This is an optimization exercise on Yosys and OpenROAD, whose aim is small area, a short achievable clock period and few clock cycles per item, not a production implementation.
Function was checked by simulation only, so behaviour that the tests miss may differ from the original.
Power is estimated from default activity; no workload was simulated.

<file path="flow/run.sh">
#!/bin/bash
# synth_recipe.tcl (not shown) runs the flow's synth.tcl, then flattens the netlist and writes it again
# the make line also repeats each setting of config.mk as NAME=value (left out here)
make -C /OpenROAD-flow-scripts/flow DESIGN_CONFIG=/design/flow/config.mk WORK_HOME=/design/flow/orfs CLKGATE_MAP_FILE= SYNTH_SCRIPT=/design/flow/synth_recipe.tcl finish
</file>
<file path="flow/config.mk">
export PLATFORM = sky130hd
export DESIGN_NAME = fcodec
export DESIGN_NICKNAME = fcodec
export VERILOG_FILES = /design/flow/design.v
export SDC_FILE = /design/flow/constraint.sdc
export NUM_CORES = 4
export LEC_CHECK = 0
export ABC_AREA = 1
export CAP_MARGIN = 20
export CORE_MARGIN = 2
export CORE_UTILIZATION = 40
export SLEW_MARGIN = 20
</file>
<file path="flow/design.v">
module fcodec (
    input  wire        clk,
    input  wire        rst,
    input  wire        in_valid,
    output wire        in_ready,
    input  wire [2:0]  op,
    input  wire [7:0]  sig,
    input  wire [63:0] opa,
    output reg         out_valid,
    output reg  [31:0] res,
    output reg         frng,
    output reg  [1:0]  err
);
    assign in_ready = 1'b1;
    reg        a_v;
    reg [31:0] a_opa;
    reg [2:0]  a_op;
    reg [4:0]  a_S;
    reg        a_shi;                     
    reg        a_x1, a_x0, a_fhi;         
    always @(posedge clk) begin
        a_v   <= ~rst & in_valid;
        a_opa <= opa[31:0];
        a_op  <= op;
        a_S   <= sig[4:0];
        a_shi <= |sig[7:5];
        a_x1  <= &opa[62:52];
        a_x0  <= ~|opa[62:52];
        a_fhi <= |opa[51:32];
    end
    wire       w24 = a_op[1];
    wire       enc = ~a_op[0];
    wire [4:0] S   = a_S;
    wire [63:0] t_ix = 64'd1 << {w24, S};
    wire [0:0] t_e3;
    assign t_e3[0] = |(t_ix & 64'h0010000000001000);
    wire [0:0] t_e4;
    assign t_e4[0] = |(t_ix & 64'h0008000000000800);
    wire [0:0] t_e5;
    assign t_e5[0] = |(t_ix & 64'h0004000000000400);
    wire [0:0] t_e6;
    assign t_e6[0] = |(t_ix & 64'h0002000000000200);
    wire [0:0] t_e7;
    assign t_e7[0] = |(t_ix & 64'h0001000000000100);
    wire [0:0] t_e8;
    assign t_e8[0] = |(t_ix & 64'h0000800000000080);
    wire [22:0] t_lows;
    assign t_lows[0] = |(t_ix & 64'h001ffff000001ff0);
    assign t_lows[1] = |(t_ix & 64'h001ffff000001ff0);
    assign t_lows[2] = |(t_ix & 64'h001ffff000001ff0);
    assign t_lows[3] = |(t_ix & 64'h001ffff000001ff0);
    assign t_lows[4] = |(t_ix & 64'h001fffe000001fe0);
    assign t_lows[5] = |(t_ix & 64'h001fffc000001fc0);
    assign t_lows[6] = |(t_ix & 64'h001fff8000001f80);
    assign t_lows[7] = |(t_ix & 64'h001fff0000001f00);
    assign t_lows[8] = |(t_ix & 64'h001ffe0000001e00);
    assign t_lows[9] = |(t_ix & 64'h001ffc0000001c00);
    assign t_lows[10] = |(t_ix & 64'h001ff80000001800);
    assign t_lows[11] = |(t_ix & 64'h001ff00000001000);
    assign t_lows[12] = |(t_ix & 64'h001fe00000000000);
    assign t_lows[13] = |(t_ix & 64'h001fc00000000000);
    assign t_lows[14] = |(t_ix & 64'h001f800000000000);
    assign t_lows[15] = |(t_ix & 64'h001f000000000000);
    assign t_lows[16] = |(t_ix & 64'h001e000000000000);
    assign t_lows[17] = |(t_ix & 64'h001c000000000000);
    assign t_lows[18] = |(t_ix & 64'h0018000000000000);
    assign t_lows[19] = |(t_ix & 64'h0010000000000000);
    assign t_lows[20] = |(t_ix & 64'h0000000000000000);
    assign t_lows[21] = |(t_ix & 64'h0000000000000000);
    assign t_lows[22] = |(t_ix & 64'h0000000000000000);
    wire [22:0] t_below;
    assign t_below[0] = |(t_ix & 64'h001ffff000001ff0);
    assign t_below[1] = |(t_ix & 64'h001ffff000001ff0);
    assign t_below[2] = |(t_ix & 64'h001ffff000001ff0);
    assign t_below[3] = |(t_ix & 64'h000ffff000001ff0);
    assign t_below[4] = |(t_ix & 64'h0007fff000001ff0);
    assign t_below[5] = |(t_ix & 64'h0003fff000001ff0);
    assign t_below[6] = |(t_ix & 64'h0001fff000001ff0);
    assign t_below[7] = |(t_ix & 64'h0000fff000001ff0);
    assign t_below[8] = |(t_ix & 64'h00007ff000001ff0);
    assign t_below[9] = |(t_ix & 64'h00003ff000001ff0);
    assign t_below[10] = |(t_ix & 64'h00001ff000001ff0);
    assign t_below[11] = |(t_ix & 64'h00000ff000000ff0);
    assign t_below[12] = |(t_ix & 64'h000007f0000007f0);
    assign t_below[13] = |(t_ix & 64'h000003f0000003f0);
    assign t_below[14] = |(t_ix & 64'h000001f0000001f0);
    assign t_below[15] = |(t_ix & 64'h000000f0000000f0);
    assign t_below[16] = |(t_ix & 64'h0000007000000070);
    assign t_below[17] = |(t_ix & 64'h0000003000000030);
    assign t_below[18] = |(t_ix & 64'h0000001000000010);
    assign t_below[19] = |(t_ix & 64'h0000000000000000);
    assign t_below[20] = |(t_ix & 64'h0000000000000000);
    assign t_below[21] = |(t_ix & 64'h0000000000000000);
    assign t_below[22] = |(t_ix & 64'h0000000000000000);
    wire [22:0] t_rsel;
    assign t_rsel[0] = |(t_ix & 64'h0000000000000000);
    assign t_rsel[1] = |(t_ix & 64'h0000000000000000);
    assign t_rsel[2] = |(t_ix & 64'h0010000000000000);
    assign t_rsel[3] = |(t_ix & 64'h0008000000000000);
    assign t_rsel[4] = |(t_ix & 64'h0004000000000000);
    assign t_rsel[5] = |(t_ix & 64'h0002000000000000);
    assign t_rsel[6] = |(t_ix & 64'h0001000000000000);
    assign t_rsel[7] = |(t_ix & 64'h0000800000000000);
    assign t_rsel[8] = |(t_ix & 64'h0000400000000000);
    assign t_rsel[9] = |(t_ix & 64'h0000200000000000);
    assign t_rsel[10] = |(t_ix & 64'h0000100000001000);
    assign t_rsel[11] = |(t_ix & 64'h0000080000000800);
    assign t_rsel[12] = |(t_ix & 64'h0000040000000400);
    assign t_rsel[13] = |(t_ix & 64'h0000020000000200);
    assign t_rsel[14] = |(t_ix & 64'h0000010000000100);
    assign t_rsel[15] = |(t_ix & 64'h0000008000000080);
    assign t_rsel[16] = |(t_ix & 64'h0000004000000040);
    assign t_rsel[17] = |(t_ix & 64'h0000002000000020);
    assign t_rsel[18] = |(t_ix & 64'h0000001000000010);
    assign t_rsel[19] = |(t_ix & 64'h0000000000000000);
    assign t_rsel[20] = |(t_ix & 64'h0000000000000000);
    assign t_rsel[21] = |(t_ix & 64'h0000000000000000);
    assign t_rsel[22] = |(t_ix & 64'h0000000000000000);
    wire [4:0] t_amtn;
    assign t_amtn[0] = |(t_ix & 64'h000aaaa000000aa0);
    assign t_amtn[1] = |(t_ix & 64'h0019999000001990);
    assign t_amtn[2] = |(t_ix & 64'h0007878000000780);
    assign t_amtn[3] = |(t_ix & 64'h00007f8000001f80);
    assign t_amtn[4] = |(t_ix & 64'h0000007000000070);
    wire [4:0] t_kden;
    assign t_kden[0] = |(t_ix & 64'h0015000000001500);
    assign t_kden[1] = |(t_ix & 64'h0013000000001300);
    assign t_kden[2] = |(t_ix & 64'h001f000000001f00);
    assign t_kden[3] = |(t_ix & 64'h0018800000000700);
    assign t_kden[4] = |(t_ix & 64'h001c000000000480);
    wire [22:0] t_mlo;
    assign t_mlo[0] = |(t_ix & 64'h0000000000000000);
    assign t_mlo[1] = |(t_ix & 64'h0000000000000000);
    assign t_mlo[2] = |(t_ix & 64'h0000000000000000);
    assign t_mlo[3] = |(t_ix & 64'h0000000000000000);
    assign t_mlo[4] = |(t_ix & 64'h0000001000000010);
    assign t_mlo[5] = |(t_ix & 64'h0000003000000030);
    assign t_mlo[6] = |(t_ix & 64'h0000007000000070);
    assign t_mlo[7] = |(t_ix & 64'h000000f0000000f0);
    assign t_mlo[8] = |(t_ix & 64'h000001f0000001f0);
    assign t_mlo[9] = |(t_ix & 64'h000003f0000003f0);
    assign t_mlo[10] = |(t_ix & 64'h000007f0000007f0);
    assign t_mlo[11] = |(t_ix & 64'h00000fe000000fe0);
    assign t_mlo[12] = |(t_ix & 64'h00001fc000001fc0);
    assign t_mlo[13] = |(t_ix & 64'h00003f8000001f80);
    assign t_mlo[14] = |(t_ix & 64'h00007f0000000000);
    assign t_mlo[15] = |(t_ix & 64'h0000fe0000000000);
    assign t_mlo[16] = |(t_ix & 64'h0001fc0000000000);
    assign t_mlo[17] = |(t_ix & 64'h0003f80000000000);
    assign t_mlo[18] = |(t_ix & 64'h0007f00000000000);
    assign t_mlo[19] = |(t_ix & 64'h000fe00000000000);
    assign t_mlo[20] = |(t_ix & 64'h001fc00000000000);
    assign t_mlo[21] = |(t_ix & 64'h001f800000000000);
    assign t_mlo[22] = |(t_ix & 64'h0000000000000000);
    wire [22:0] t_mhi;
    assign t_mhi[0] = |(t_ix & 64'h0000000000000000);
    assign t_mhi[1] = |(t_ix & 64'h0000000000000000);
    assign t_mhi[2] = |(t_ix & 64'h0000000000000000);
    assign t_mhi[3] = |(t_ix & 64'h0000000000000000);
    assign t_mhi[4] = |(t_ix & 64'h0000000000000000);
    assign t_mhi[5] = |(t_ix & 64'h0000000000000000);
    assign t_mhi[6] = |(t_ix & 64'h0000000000000000);
    assign t_mhi[7] = |(t_ix & 64'h0000000000000000);
    assign t_mhi[8] = |(t_ix & 64'h0000000000000000);
    assign t_mhi[9] = |(t_ix & 64'h0000000000000000);
    assign t_mhi[10] = |(t_ix & 64'h0000000000000000);
    assign t_mhi[11] = |(t_ix & 64'h0000001000000010);
    assign t_mhi[12] = |(t_ix & 64'h0000003000000030);
    assign t_mhi[13] = |(t_ix & 64'h0000007000000070);
    assign t_mhi[14] = |(t_ix & 64'h000000f000000000);
    assign t_mhi[15] = |(t_ix & 64'h000001f000000000);
    assign t_mhi[16] = |(t_ix & 64'h000003f000000000);
    assign t_mhi[17] = |(t_ix & 64'h000007f000000000);
    assign t_mhi[18] = |(t_ix & 64'h00000ff000000000);
    assign t_mhi[19] = |(t_ix & 64'h00001ff000000000);
    assign t_mhi[20] = |(t_ix & 64'h00003ff000000000);
    assign t_mhi[21] = |(t_ix & 64'h00007ff000000000);
    assign t_mhi[22] = |(t_ix & 64'h0000000000000000);
    wire [0:0] t_ege9;
    assign t_ege9[0] = |(t_ix & 64'h00007ff000000070);
    wire [0:0] t_eeq8;
    assign t_eeq8[0] = |(t_ix & 64'h0000800000000080);
    wire [7:0] t_cr;
    assign t_cr[0] = |(t_ix & 64'h0015000000001500);
    assign t_cr[1] = |(t_ix & 64'h000c000000000c00);
    assign t_cr[2] = |(t_ix & 64'h000c000000000c00);
    assign t_cr[3] = |(t_ix & 64'h0014000000000b00);
    assign t_cr[4] = |(t_ix & 64'h0007000000001300);
    assign t_cr[5] = |(t_ix & 64'h0019000000001d00);
    assign t_cr[6] = |(t_ix & 64'h001e000000001e00);
    assign t_cr[7] = |(t_ix & 64'h0000000000000000);
    reg [1:0] chk;
    always @(*) begin
        case (a_op)
            3'd0, 3'd1: chk = (a_shi || S < 5'd4 || S > 5'd12) ? 2'd3 : 2'd0;
            3'd2, 3'd3: chk = (a_shi || S < 5'd4 || S > 5'd20) ? 2'd3 : 2'd0;
            3'd4, 3'd5: chk = (a_shi || S != 5'd0) ? 2'd1 : 2'd0;
            default:    chk = 2'd1;
        endcase
    end
    wire val32 = !(a_opa[30:23] == 8'hFF || (a_opa[30:23] == 8'h00 && a_opa[22:0] != 23'd0));
    wire val64 = !(a_x1 || (a_x0 && (a_fhi || a_opa != 32'd0)));
    wire [7:0]  e32 = a_opa[30:23];
    wire [22:0] f23 = a_opa[22:0];
    wire den = (t_e8 & (e32 == 8'd0))   | (t_e7 & (e32 <= 8'd64))  |
               (t_e6 & (e32 <= 8'd96))  | (t_e5 & (e32 <= 8'd112)) |
               (t_e4 & (e32 <= 8'd120)) | (t_e3 & (e32 <= 8'd124));
    wire ovf = (t_e8 & (e32 == 8'd255)) | (t_e7 & (e32 > 8'd190))  |
               (t_e6 & (e32 > 8'd158))  | (t_e5 & (e32 > 8'd142))  |
               (t_e4 & (e32 > 8'd134))  | (t_e3 & (e32 > 8'd130));
    wire dzero = (t_e7 & (e32 <= 8'd49))  | (t_e6 & (e32 <= 8'd81))  |
                 (t_e5 & (e32 <= 8'd97))  | (t_e4 & (e32 <= 8'd105)) |
                 (t_e3 & (e32 <= 8'd109));
    wire dz  = den & dzero;
    wire        top  = w24 ? a_opa[22] : a_opa[14];
    wire [22:0] mag  = w24 ? a_opa[22:0] : {8'd0, a_opa[14:0]};
    wire        dden = ~|(mag & ~t_lows);
    wire        dzer = ~|mag;
    reg  [4:0]  q;
    integer i;
    always @(*) begin
        q = 5'd0;
        for (i = 0; i < 20; i = i + 1)
            if (mag[i]) q = i[4:0];
    end
    wire lo_any = |(mag & t_mlo);
    wire lo_all = &(mag | ~t_mlo);
    wire hi_any = |(mag & t_mhi);
    wire hi_all = &(mag | ~t_mhi);
    wire d_ovf  = t_ege9 ? (top & (hi_any | lo_all)) : (t_eeq8 & top & lo_all);
    wire d_unf  = t_ege9 ? (~top & ~(hi_all & lo_any)) : (t_eeq8 & dden);
    wire [7:0] r_den = t_cr + {3'd0, q};
    wire [4:0] amt = enc ? (den ? (t_kden - e32[4:0]) : t_amtn)
                         : (dden ? q : S);
    reg [55:0] V;
    always @(*) begin
        if (enc) begin
            if (den)
                V = dzero ? 56'd0 : {32'd0, 1'b1, f23 | t_below};
            else if (ovf)
                V = {{32{1'b1}}, 1'b0, {23{1'b1}}};
            else
                V = {{25{~e32[7]}}, e32[6:0], f23};
        end else begin
            if (w24)
                V = {{10{~top}}, a_opa[21:0], 24'd0};
            else
                V = {{18{~top}}, a_opa[13:0], 24'd0};
        end
    end
    reg [55:0] v;
    reg        st;
    integer k;
    always @(*) begin
        v  = V;
        st = 1'b1;
        for (k = 0; k < 5; k = k + 1) begin
            if (amt[k]) begin
                st = st & ((v & ((56'd1 << (1 << k)) - 56'd1)) == ((56'd1 << (1 << k)) - 56'd1));
                v  = v >> (1 << k);
            end
        end
    end
    wire [31:0] Y = v[31:0];
    wire rbit = |(f23 & t_rsel);
    wire all1 = &(f23 | t_below);
    wire inc1 = rbit & ~all1;
    wire incb = den ? (~dzero & (Y[0] | (inc1 & st))) : (~ovf & Y[0] & ~all1);
    reg        b_v;
    reg [31:1] b_Y;
    reg        b_incb, b_flip, b_w24, b_sign, b_dec, b_isval, b_valbit;
    reg [1:0]  b_err;
    reg        b_dden, b_dzer, b_dovf, b_dunf;
    reg [7:0]  b_rden;
    always @(posedge clk) begin
        b_v      <= ~rst & a_v;
        b_Y      <= Y[31:1];
        b_incb   <= incb;
        b_flip   <= ~den & ~ovf;
        b_w24    <= w24;
        b_sign   <= a_op[0] ? (w24 ? a_opa[23] : a_opa[15]) : a_opa[31];
        b_dec    <= a_op[0];
        b_isval  <= a_op[2];
        b_valbit <= a_op[0] ? val64 : val32;
        b_err    <= chk;
        b_dden   <= dden;
        b_dzer   <= dzer;
        b_dovf   <= d_ovf;
        b_dunf   <= d_unf;
        b_rden   <= r_den;
    end
    wire [22:0] msum = b_Y[23:1] + {22'd0, b_incb};
    wire [22:0] topf = b_flip ? (b_w24 ? 23'h400000 : 23'h004000) : 23'd0;
    wire [22:0] emag = msum ^ topf;
    wire [31:0] enc_res = b_w24 ? {8'd0, b_sign, emag} : {16'd0, b_sign, emag[14:0]};
    wire [7:0]  r = b_dden ? b_rden : {~b_Y[31], b_Y[30:24]};
    reg  [31:0] dec_res;
    always @(*) begin
        if (b_dzer)      dec_res = 32'd0;
        else if (b_dovf) dec_res = {b_sign, 31'h7F7FFFFF};
        else if (b_dunf) dec_res = {b_sign, 31'd0};
        else             dec_res = {b_sign, r, b_Y[23:1]};
    end
    wire dec_frng = ~b_dzer & (b_dovf | b_dunf);
    always @(posedge clk) begin
        out_valid <= ~rst & b_v;
        err       <= b_err;
        frng      <= (b_err == 2'd0) & ~b_isval & b_dec & dec_frng;
        if (b_err != 2'd0) res <= 32'd0;
        else if (b_isval)  res <= {31'd0, b_valbit};
        else if (b_dec)    res <= dec_res;
        else               res <= enc_res;
    end
endmodule
</file>
<file path="flow/constraint.sdc">
create_clock -name core_clock -period 14.0 [get_ports {clk}]
set_input_delay 2.8000 -clock core_clock [delete_from_list [all_inputs] [get_ports {clk}]]
set_output_delay 2.8000 -clock core_clock [all_outputs]
set_load 0.01 [all_outputs]
</file>
==> flow_summary_export.csv <==
group,metric,value,unit
power_and_ir_drop,internal_power,0.821,mW
power_and_ir_drop,p_per_area,115,nW/um^2
yosys,synthDistinctLibCells,60,
grt,overflow,0,
hold_path,hold_class,"register to register",
yosys,ys.flop_type,"dfxtp_1",
floorplan,coreArea,24500,sq um
route,wl_per_cell,20.4,microns
critical_path,critical-path-top-cell-by-count,"nand2_1",
clock_network,cts_tree,"built",
critical_path,path_class,"register to register",
grt,antenna_found_initial,1,
sta,setup-tns-final,0,ns
sta,rsz0062_at_grt,"no",
sta,final_hold_viol_count,0,
yosys,synth_area_leaders,"dfxtp_1, nand2_1, nand3_1",
power_and_ir_drop,switching_share,39.4,%
critical_path,critPathLaunchType,"register",
sta,slew_headroom,27.8,%
yosys,synthAdderAreaFrac,1.78,%
clock_network,cts_buffers,17,
sta,fmax,0.161,GHz
floorplan,chipHeight,162,microns
grt,grt_start_max_net_pins,55,
floorplan,fp.dieArea,26300,sq um
yosys,ys_warn_count,1,
yosys,synth-compound-area-share,20.2,%
clock_network,cts_setup_buffers,0,
grt,grt_pass1_wl,64700,microns
yosys,synthArstFlopShare,0,%
clock_network,clock_path_buffers,2,
yosys,synth-seq-cells,134,
layout,multi_input_area,6350,sq um
critical_path,cp_slowest_stage_delay,0.83,ns
critical_path,crit_buf_inv,5,
layout,fin_cells,2035,
layout,drive_above_1_share,5.67,%
clock_network,h-tree-depth,4,
outcome,status,"complete, no violations",
route,drt_iter0_markers,1411,
grt,grt_use_total,31.8,%
floorplan,chipWidth,162,microns
route,route.vias.total,11900,
yosys,synthesis.nets,1723,
place,routabilityCongestion,1.03,
power_and_ir_drop,leakagePower,5.25,nW
critical_path,worstPathRequired,14.29,ns
layout,fin_nets,1788,
clock_network,cts-resized-gates,0,
sta,fin_worst_skew,0.0124,ns
yosys,syn-cell-area,10000,sq um
layout,syn2layout_area_growth,18.2,%
route,viasPerCell,5.87,
sta,period_needed,6.22,ns
critical_path,end_kind,"register",
critical_path,slowest_stage,"inv_2",
yosys,synth_largest_area_cell,"dfxtp_1",
route,dr.pass1.iters,10,
power_and_ir_drop,ir_drop,0.0766,mV
floorplan,ios,115,
yosys,synth_edf_count,0,
critical_path,crit_arrival,6.51,ns
yosys,synthTopCellsByCount,"nand2_1, nand3_1, nor2_1",
route,wirelength,41600,microns
sta,maxSlewViolCount,0,
place,hpwlAfterDp,32600,microns
yosys,synthMostInstantiatedCell,"nand2_1",
place,portBuffers,112,
critical_path,path_delay_family,"simple AND/OR/NAND/NOR gates",
yosys,synthMuxAreaShare,1.30,%
grt,first_global_vias,11400,
yosys,synth-simple-area-share,38.3,%
layout,fin_util,48.3,%
critical_path,rrSetupSlack,7.78,ns
power_and_ir_drop,p_switching,0.533,mW
power_and_ir_drop,power,1.35,mW
route,postRouteAntennaNets,0,
critical_path,cp_max_fo,53,
clock_network,cts.sinks,134,
floorplan,rows,57,
clock_network,postCtsHoldBufs,0,
place,dp_cells,2002,
floorplan,initial_core_util,40.9,%
clock_network,clk_pin_slew_worst_paths,0.07,ns
yosys,synth-xor-area-share,1.66,%
layout,nFillCells,2604,
run,cap_violations,0,
sta,setup_violations,0,
yosys,synth_top_area_share,26.8,%
yosys,syn_inst,1632,
power_and_ir_drop,combPwrFrac,31.3,%
clock_network,clock_tree.root_cell,"clkbuf_16",
route,drc,0,
sta,timing.final.crit_share,44.4,%
layout,seq_area,2680,sq um
yosys,seq_area_frac_synth,26.8,%
yosys,avgSynthCellArea,6.13,sq um
power_and_ir_drop,seqPwrFrac,34.4,%
sta,timing.hold.ws,0.353,ns
power_and_ir_drop,power_frac_clock,34.3,%
sta,tightest_slew,1.08,ns
clock_network,clkLatencyLatePin,0.43,ns
yosys,synth_top_family_by_area,"simple AND/OR/NAND/NOR gates",
-- path summary, 6_finish.rpt --
path	start	endpoint	cells after the start
worst max-delay path	a_op[1]$_DFF_P_	b_incb$_DFF_P_	26
worst min-delay path	b_err[0]$_DFF_P_	err[0]$_DFF_P_	0
worst max register to register	a_op[1]$_DFF_P_	b_incb$_DFF_P_	26
worst min register to register	b_err[0]$_DFF_P_	err[0]$_DFF_P_	0
-- placed cells by master, fill, tap and decap left out, drive strengths merged, types with 5 or more instances in the layout --
| master | netlist | routed |
|---|---|---|
| clkinv | 4 | 8 |
| o22ai | 14 | 14 |
| mux2i | 13 | 13 |
| or2 | 7 | 7 |
| o32ai | 7 | 7 |
| nor3 | 26 | 26 |
| nor2 | 167 | 167 |
| a21oi | 91 | 91 |
| a221oi | 6 | 6 |
| nand4 | 22 | 22 |
| nor4 | 13 | 13 |
| o2111ai | 6 | 6 |
| clkbuf | 26 | 17 |
| xor2 | 14 | 14 |
| a31oi | 6 | 6 |
| nand3 | 260 | 260 |
| nand2 | 360 | 360 |
| inv | 154 | 163 |
| clkdlybuf4s50 | 0 | 112 |
| buf | 48 | 8 |
| o21ai | 186 | 186 |
| dfxtp | 134 | 134 |
| o211ai | 13 | 13 |
| ha | 11 | 11 |
| xnor2 | 5 | 5 |
-- layout make-up --
cell class              instances  share of cell area, %
multi-input cells            1266                   53.7
flip-flops and latches        134                   22.7
repair buffers                120                   9.99
inverters                     158                   5.02
clock buffers                  17                   3.60
well taps                     324                   3.43
clock inverters                15                   1.51
diodes                          1                 0.0212
-- layer usage --
layer / GRT usage, % / up-vias / share of wire, %
li1: - / 5697 / -
met1: 43.2 / 5450 / 44
met2: 50.1 / 695 / 43
met3: 6.69 / 102 / 9.6
met4: 10.7 / 0 / 3.1
met5: 0 / - / 0
-- through the flow --
step	setup WS [ns]	cell area, sq um
final	7.78	11800
after global routing	7.42	11800
after CTS	7.95	11800
after detailed placement	7.97	11200
after global placement	7.97	11200
after floorplan	10.60	10000
-- power by group through the flow --
stage	logic, mW	registers [mW]	clock network (mW)
floorplan	0.289	0.455	0
global route	0.469	0.470	0.489
global placement	0.411	0.474	0
CTS	0.413	0.465	0.473
finish	0.423	0.466	0.465
detailed placement	0.411	0.474	0
-- cell families after synthesis --
logic type,count (synthesis)
adder cells (fa/ha/maj),13
multiplexers,13
AND/OR/NAND/NOR,862
flip-flops,134
other,1
XOR/XNOR,19
AO/OA/AOI/OAI,358
buffers and inverters,232
-- sequential cells by signal, indices dropped and copies added, names as in the netlist, 2 cells and up --
register / count
b_Y: 31
err: 2
b_rden: 8
a_op: 3
a_opa: 32
b_err: 2
res: 32
a_S: 5
-- worst register-to-register path, cell delays in order (launching register included) --
cell,delay [ns]
dfxtp_1,0.30
buf_4,0.22
inv_1,0.57
nand2_1,0.19
nor2_1,0.39
inv_1,0.15
nand2_1,0.19
nor3_1,0.09
nand2_1,0.22
inv_1,0.08
ha_1,0.22
fa_1,0.49
nand2_1,0.05
nand3_1,0.15
nand2_2,0.65
inv_2,0.85
nand3_1,0.20
nand3_1,0.11
nand2_1,0.11
o21ai_1,0.33
nor2_1,0.07
nand2_1,0.08
nor2_1,0.05
nand2_1,0.05
nand2_1,0.07
nand2_1,0.10
nand2_1,0.10
Testbench counts, summed over its fixed seeds: cycles 32,024, items 32,000.

## separate check: timing with driven ports
The flow's constraints put no driver on any port. The routed layout listed below was extracted and timed again, unchanged, in two steps. Step 1 (the two cells are an assumption about what drives the block):
set clk [get_ports {clk}]
set_driving_cell -lib_cell sky130_fd_sc_hd__clkbuf_16 $clk
set_driving_cell -lib_cell sky130_fd_sc_hd__buf_2 [delete_from_list [all_inputs] $clk]
Step 2, shift: input delay + t, output delay - t, t = (earliest + latest rising clock arrival at the registers) / 2. This alone moves slack from input paths to output paths. a / b / c = no drivers / after step 1 / after step 2; a / b = the first two.
t, ns: 0.483
slack for setup (ns): 7.783 / 7.783 / 7.783
worst hold slack (ns): 0.353 / 0.353 / 0.353
worst setup path after step 2: register to register
slew at the worst register clock pin (ns): 0.07 / 0.07
After both steps setup and hold are still met in this run. The setup slack of this run moves by 0.000 ns with the drivers and by 0.000 ns with both steps.
